Context: an optimization exercise on an open-source flow, tuned for small area. The choices shown serve that exercise and are no tape-out recipe. In this exercise RTL edits were held to simulation tests only and were not proved equivalent to the original. Power is estimated from default activity; no workload was simulated.

Design ltt, start of the top module:
module ltt (
    input  wire        clk,
    input  wire        rst,
    input  wire        op_valid,
    input  wire [47:0] op_word,
    output reg         op_done,
    output reg         op_err,
    output wire [7:0]  op_res,
    output wire        irq,
    output wire        txd,
    input  wire        rxd
);
Size in the first run: roughly 1000 cells after synthesis.
==> module ltt_uart_rx, before the edit <==
module ltt_uart_rx (
    input  wire       clk,
    input  wire       rst,
    input  wire       rxd,
    output wire       bit_ev,
    output wire       bit_val,
    output reg        valid
);
    reg       s1, s2;
    reg       active;
    reg       stph;      
    reg [6:0] baud;
    reg [3:0] bitn;      
    wire tick  = (baud == 7'd92);
    wire dtick = active & tick & ~stph;
    assign bit_ev  = dtick & ~bitn[3];
    assign bit_val = s2;
    always @(posedge clk) begin
        if (rst) begin
            s1     <= 1'b1;
            s2     <= 1'b1;
            active <= 1'b0;
            valid  <= 1'b0;
        end else begin
            s1    <= rxd;
            s2    <= s1;
            valid <= dtick & bitn[3] & s2;
            if (!active)
                active <= ~s2;
            else if (tick & (stph ? s2 : bitn[3]))
                active <= 1'b0;
        end
    end
    always @(posedge clk) begin
        if (!active)
            baud <= 7'd104;
        else
            baud <= tick ? 7'd1 : {baud[5:0], baud[6] ^ baud[5]};
        if (!active)
            stph <= 1'b1;
        else if (tick)
            stph <= 1'b0;
        if (active & tick & stph)
            bitn <= 4'd0;
        else if (bit_ev)
            bitn <= bitn + 4'd1;
    end
endmodule
clock: 10.0 ns
lec_check: 0
abc_area: 1
cap_margin: 20
core_margin: 2
core_utilization: 40
slew_margin: 20
standard.sh (not shown) runs the stock make flow with config.mk's settings and CLKGATE_MAP_FILE= SYNTH_SCRIPT=/design/flow/synth_recipe.tcl, a recipe that flattens the netlist after the stock synthesis.
==> flow/flow/run.sh <==
#!/bin/bash
set -euo pipefail
export BUFFER_PORTS_ARGS="-buffer_cell sky130_fd_sc_hd__buf_1"
export CTS_ARGS="-sink_clustering_enable -repair_clock_nets -dont_use_dummy_load -sink_clustering_size 10 -sink_clustering_max_diameter 55 -buf_list sky130_fd_sc_hd__clkbuf_4"

bash standard.sh synth > standard_synth.log 2>&1

RES=orfs/results/$FLOW_PLATFORM/ltt/base
PLAT=$FLOW_HOME/platforms/$FLOW_PLATFORM
cp $RES/1_2_yosys.v standard_1_2_yosys.v
export RESYN_NETLIST=$RES/1_2_yosys.v
export RESYN_LIB=$PLAT/lib/sky130_fd_sc_hd__tt_025C_1v80.lib
export RESYN_DONT_USE="$(make -s -C $FLOW_HOME DESIGN_CONFIG=$PWD/config.mk print-DONT_USE_CELLS 2>/dev/null | sed -n 's/^DONT_USE_CELLS: //p')"
echo "dont_use: $RESYN_DONT_USE" > resyn_dont_use.log
[[ -n "$RESYN_DONT_USE" ]]
yosys -c flow/resyn.tcl > resyn.log 2>&1
rm -f $RES/1_synth.odb $RES/1_synth.sdc

bash standard.sh > standard_layout.log 2>&1
Other scripts of this flow, unchanged in this note and not shown: flow/flow/resyn.tcl
Next try:
--- a/flow/design.v
+++ b/flow/design.v
@@ -113,49 +113,41 @@
     input  wire       rxd,
     output wire       bit_ev,
     output wire       bit_val,
     output reg        valid
 );
     reg       s1, s2;
-    reg       active;
-    reg       stph;      
     reg [6:0] baud;
-    reg [3:0] bitn;      
-    wire tick  = (baud == 7'd92);
-    wire dtick = active & tick & ~stph;
-    assign bit_ev  = dtick & ~bitn[3];
+    reg [3:0] st;
+    wire tick    = (baud == 7'd92);
+    wire idle    = (st == 4'd14);
+    wire st_tick = tick & st[3] & st[0];       
+    wire sp_tick = tick & st[3] & ~st[1];      
+    assign bit_ev  = tick & ~st[3];
     assign bit_val = s2;
     always @(posedge clk) begin
         if (rst) begin
-            s1     <= 1'b1;
-            s2     <= 1'b1;
-            active <= 1'b0;
-            valid  <= 1'b0;
+            s1    <= 1'b1;
+            s2    <= 1'b1;
+            valid <= 1'b0;
+            st    <= 4'd14;
         end else begin
             s1    <= rxd;
             s2    <= s1;
-            valid <= dtick & bitn[3] & s2;
-            if (!active)
-                active <= ~s2;
-            else if (tick & (stph ? s2 : bitn[3]))
-                active <= 1'b0;
+            valid <= sp_tick & s2;
+            if ((st_tick & s2) | sp_tick)
+                st <= 4'd14;
+            else if ((idle & ~s2) | st_tick | bit_ev)
+                st <= st + 4'd1;
         end
     end
     always @(posedge clk) begin
-        if (!active)
+        if (idle)
             baud <= 7'd104;
         else
             baud <= tick ? 7'd1 : {baud[5:0], baud[6] ^ baud[5]};
-        if (!active)
-            stph <= 1'b1;
-        else if (tick)
-            stph <= 1'b0;
-        if (active & tick & stph)
-            bitn <= 4'd0;
-        else if (bit_ev)
-            bitn <= bitn + 4'd1;
     end
 endmodule
 module ltt_rx_fifo (
     input  wire       clk,
     input  wire       rst,
     input  wire       bit_ev,
After rerunning: Non-clock buffer count goes up by 5; final area is about the same; combinational power grows by 12%; register-to-register slack degrades by 0.58 ns; count of clock-buffer cells in the layout grows by 1; power is higher by 1.6%; global-route usage shrinks by 0.13 points; die area drops by 0.44%; wire length is lower by 0.66%; cell count climbs by about 0.5%.

---

Another version of the RTL of ltt (not shown whole).
For scale: ~64 I/O pins, ~0.012 mm² of cells after synthesis.
==> module ltt, before the edit <==
module ltt (
    input  wire        clk,
    input  wire        rst,
    input  wire        op_valid,
    input  wire [47:0] op_word,
    output reg         op_done,
    output reg         op_err,
    output wire [7:0]  op_res,
    output wire        irq,
    output wire        txd,
    input  wire        rxd
);
    wire [3:0]  opsel = op_word[47:44];
    wire [15:0] f_a   = op_word[43:28];
    wire [15:0] f_b   = op_word[27:12];
    wire [2:0]  f_ps  = op_word[11:9];
    wire        f_m   = op_word[8];
    wire [7:0]  f_n   = op_word[7:0];
    wire        bsel  = f_n[0];
    wire ps_ok  = (f_ps != 3'd0) & ~(f_ps[2] & f_ps[1]);
    reg  busy;
    wire accept = op_valid & ~op_done & ~busy;
    wire is4 = ~opsel[3];
    wire is8 = opsel[3] & ~opsel[1] & ~opsel[0];
    wire is9 = opsel[3] & ~opsel[1] &  opsel[0];
    wire isA = opsel[3] &  opsel[1] & ~opsel[0];
    wire isB = opsel[3] &  opsel[1] &  opsel[0];
    wire ticks_zero, wait_done;
    wire op1 = (opsel == 4'h1);
    wire op2 = (opsel == 4'h2);
    wire op3 = (opsel == 4'h3);
    wire op4 = (opsel == 4'h4);
    wire n_zero   = (f_n == 8'd0);
    wire wait_ok  = op4 & ps_ok & ticks_zero;
    wire t_cfg    = accept & ((op1 & ps_ok) | (wait_ok & ~n_zero));
    wire t_clr    = accept & wait_ok & n_zero;
    wire t_stop   = (accept & op3) | t_clr;
    wire t_cb     = accept & op2 & (f_n == 8'h01);
    ltt_timer u_timer (
        .clk        (clk),
        .rst        (rst),
        .do_cfg     (t_cfg),
        .do_stop    (t_stop),
        .do_clr     (t_clr),
        .do_cb      (t_cb),
        .waiting    (busy & is4),
        .a          (f_a),
        .b          (f_b),
        .ps         (f_ps),
        .m          (f_m),
        .n          (f_n),
        .irq        (irq),
        .ticks_zero (ticks_zero),
        .wait_done  (wait_done)
    );
    wire       rx_valid;
    wire [7:0] rx_data;
    ltt_uart_rx u_rx (
        .clk   (clk),
        .rst   (rst),
        .rxd   (rxd),
        .valid (rx_valid),
        .data  (rx_data)
    );
    reg        pop_late;    
    wire [7:0] q_data;
    wire       q_empty;
    wire [3:0] q_hnext;
    wire [7:0] q_rin;
    wire       q_pop = busy & isB & ~q_empty;
    ltt_rx_fifo u_rxq (
        .clk      (clk),
        .rst      (rst),
        .push     (rx_valid),
        .wdata    (rx_data),
        .pop      (q_pop),
        .pop_late (pop_late),
        .rdata    (q_data),
        .empty    (q_empty),
        .hnext    (q_hnext),
        .rin      (q_rin)
    );
    assign op_res = q_data;
    reg [7:0] pbuf [0:8];
    reg [7:0] xbuf [0:8];
    reg [3:0] plen, xlen;    
    reg [3:0] pcc,  xcc;     
    reg [3:0] pnc,  xnc;     
    wire p_copy = (pcc != plen) & (pnc == 4'd0);
    wire x_copy = (xcc != xlen) & (xnc == 4'd0);
    wire [7:0] p_in = p_copy ? q_rin : pbuf[0];
    wire [7:0] x_in = x_copy ? q_rin : xbuf[0];
    wire [3:0] pnc_dec = (pnc == 4'd0) ? 4'd8 : pnc - 4'd1;
    wire [3:0] xnc_dec = (xnc == 4'd0) ? 4'd8 : xnc - 4'd1;
    integer i;
    always @(posedge clk) begin
        for (i = 0; i < 8; i = i + 1) begin
            pbuf[i] <= pbuf[i+1];
            xbuf[i] <= xbuf[i+1];
        end
        pbuf[8] <= p_in;
        xbuf[8] <= x_in;
    end
    wire [3:0] len    = bsel ? xlen : plen;
    wire       len9   = (len == 4'd9);
    wire       q_zero = (q_data == 8'd0);
    wire       rt_acc = accept & (opsel == 4'hB);
    wire       rt_store = q_pop & ~q_zero & ~len9;
    reg  [3:0] idx;    
    reg  [3:0] rc;     
    reg        cp;     
    wire [3:0] nc_sel = bsel ? xnc : pnc;
    wire [3:0] cc_sel = bsel ? xcc : pcc;
    wire [4:0] org    = {1'b0, nc_sel} - {1'b0, cc_sel};
    wire [3:0] org9   = org[4] ? org[3:0] + 4'd9 : org[3:0];
    wire [3:0] rc_dec = (rc == 4'd0) ? 4'd8 : rc - 4'd1;
    wire       st_last = (idx == len);
    wire       st_cap  = busy & isA & cp & (rc == 4'd1);
    wire tx_ready;
    wire tx_load = busy & (is8 | isA) & tx_ready;
    wire tx_wr   = (tx_load & (is8 | st_last)) | st_cap;
    wire [7:0] tx_data = is8 ? f_n : (st_cap ? (bsel ? x_in : p_in) : 8'h00);
    ltt_uart_tx u_tx (
        .clk   (clk),
        .rst   (rst),
        .load  (tx_load),
        .wr    (tx_wr),
        .data  (tx_data),
        .ready (tx_ready),
        .txd   (txd)
    );
    always @(posedge clk) begin
        rc  <= accept ? org9 : (st_cap ? rc : rc_dec);
        idx <= accept ? 4'd0 : idx + {3'd0, st_cap};
        pnc <= (rt_acc & ~bsel) ? q_hnext : (p_copy ? pnc : pnc_dec);
        xnc <= (rt_acc &  bsel) ? q_hnext : (x_copy ? xnc : xnc_dec);
    end
    wire done_busy = is4 ? wait_done :
                     is8 ? tx_ready :
                     is9 ? ~q_empty :
                     isA ? (tx_ready & st_last) :
                           (~q_empty & (q_zero | len9));
    wire op_busy   = opsel[3] & ~opsel[2];       
    wire go_busy   = op_busy | (wait_ok & ~n_zero);
    wire err_idle  = op1 ? ~ps_ok :
                     op2 ? (f_n[7:1] != 7'd0) :
                     op3 ? 1'b0 :
                     op4 ? ~(ps_ok & ticks_zero) : 1'b1;
    always @(posedge clk) begin
        op_err <= busy ? (opsel[1] & opsel[0] & ~q_zero) : err_idle;
        if (rst) begin
            busy     <= 1'b0;
            op_done  <= 1'b0;
            pop_late <= 1'b0;
            cp       <= 1'b0;
            plen     <= 4'd0;
            xlen     <= 4'd0;
            pcc      <= 4'd0;
            xcc      <= 4'd0;
        end else begin
            op_done  <= busy ? done_busy : (accept & ~go_busy);
            busy     <= busy ? ~done_busy : (accept & go_busy);
            pop_late <= busy & is9 & ~q_empty;
            if (tx_load & isA & ~st_last)
                cp <= 1'b1;
            else if (st_cap)
                cp <= 1'b0;
            if (rt_acc & ~bsel) begin
                plen <= 4'd0;
                pcc  <= 4'd0;
            end else begin
                plen <= plen + {3'd0, rt_store & ~bsel};
                pcc  <= pcc + {3'd0, p_copy};
            end
            if (rt_acc & bsel) begin
                xlen <= 4'd0;
                xcc  <= 4'd0;
            end else begin
                xlen <= xlen + {3'd0, rt_store & bsel};
                xcc  <= xcc + {3'd0, x_copy};
            end
        end
    end
endmodule
clock: 10.0 ns
lec_check: 0
abc_area: 1
cap_margin: 20
core_margin: 2
core_utilization: 40
slew_margin: 20
==> flow/flow/run.sh <==
#!/bin/bash
set -euo pipefail
export BUFFER_PORTS_ARGS="-buffer_cell sky130_fd_sc_hd__buf_1"
export CTS_ARGS="-sink_clustering_enable -repair_clock_nets -dont_use_dummy_load -sink_clustering_size 10 -sink_clustering_max_diameter 40 -buf_list sky130_fd_sc_hd__clkbuf_4"

bash standard.sh synth > standard_synth.log 2>&1

RES=orfs/results/$FLOW_PLATFORM/ltt/base
PLAT=$FLOW_HOME/platforms/$FLOW_PLATFORM
cp $RES/1_2_yosys.v standard_1_2_yosys.v
export RESYN_NETLIST=$RES/1_2_yosys.v
export RESYN_LIB=$PLAT/lib/sky130_fd_sc_hd__tt_025C_1v80.lib
export RESYN_DONT_USE="$(make -s -C $FLOW_HOME DESIGN_CONFIG=$PWD/config.mk print-DONT_USE_CELLS 2>/dev/null | sed -n 's/^DONT_USE_CELLS: //p')"
echo "dont_use: $RESYN_DONT_USE" > resyn_dont_use.log
[[ -n "$RESYN_DONT_USE" ]]
yosys -c flow/resyn.tcl > resyn.log 2>&1
rm -f $RES/1_synth.odb $RES/1_synth.sdc

bash standard.sh > standard_layout.log 2>&1
Other scripts of this flow, unchanged in this note and not shown: flow/flow/resyn.tcl
Rerun with:
--- a/flow/design.v
+++ b/flow/design.v
@@ -315,8 +315,8 @@
     wire       st_cap  = busy & isA & cp & (rc == 4'd1);
     wire tx_ready;
     wire tx_load = busy & (is8 | isA) & tx_ready;
-    wire tx_wr   = (tx_load & (is8 | st_last)) | st_cap;
-    wire [7:0] tx_data = is8 ? f_n : (st_cap ? (bsel ? x_in : p_in) : 8'h00);
+    wire tx_wr   = (tx_load & is8) | st_cap;
+    wire [7:0] tx_data = is8 ? f_n : (bsel ? x_in : p_in);
     ltt_uart_tx u_tx (
         .clk   (clk),
         .rst   (rst),
The new run finished with timing, DRC and antenna clean.
Final cell count shrinks slightly.
Setup slack loses 18 ps.
Utilization fell by 0.18 points.
Design area went down slightly.
Area after synthesis falls slightly.
Critical path depth goes up by 4.

## separate check: timing with driven ports
The flow's constraints put no driver on any port. The routed layouts listed below were extracted and timed again, unchanged, in two steps.
Step 1, drivers: a clkbuf_16 drives clk and a buf_2 each remaining input, both assumed.
Step 2, shift: input delay + t, output delay - t, t = (earliest + latest rising clock arrival at the registers) / 2. This alone moves slack from input paths to output paths.
a / b / c = ideal / step 1 / step 2; a / b = the first two.
run | t (ns) | slack for setup (ns) | worst register clock-pin slew, ns | pins driven straight from the clock port
the first run of note 1 | 0.677 | 5.139 / 5.096 / 4.524 | 0.11 / 0.11 | 1
the second run of note 1 | 0.674 | 4.596 / 4.555 / 4.361 | 0.12 / 0.12 | 1
the first run of note 2 | 0.708 | 4.379 / 4.328 / 4.022 | 0.11 / 0.11 | 1
the second run of note 2 | 0.690 | 4.361 / 4.316 / 4.642 | 0.10 / 0.10 | 1
After both steps every run listed still meets setup and hold. For the first run of note 1, which loses most, drivers alone change the setup slack by -0.043 ns; drivers and shift together by -0.615 ns.
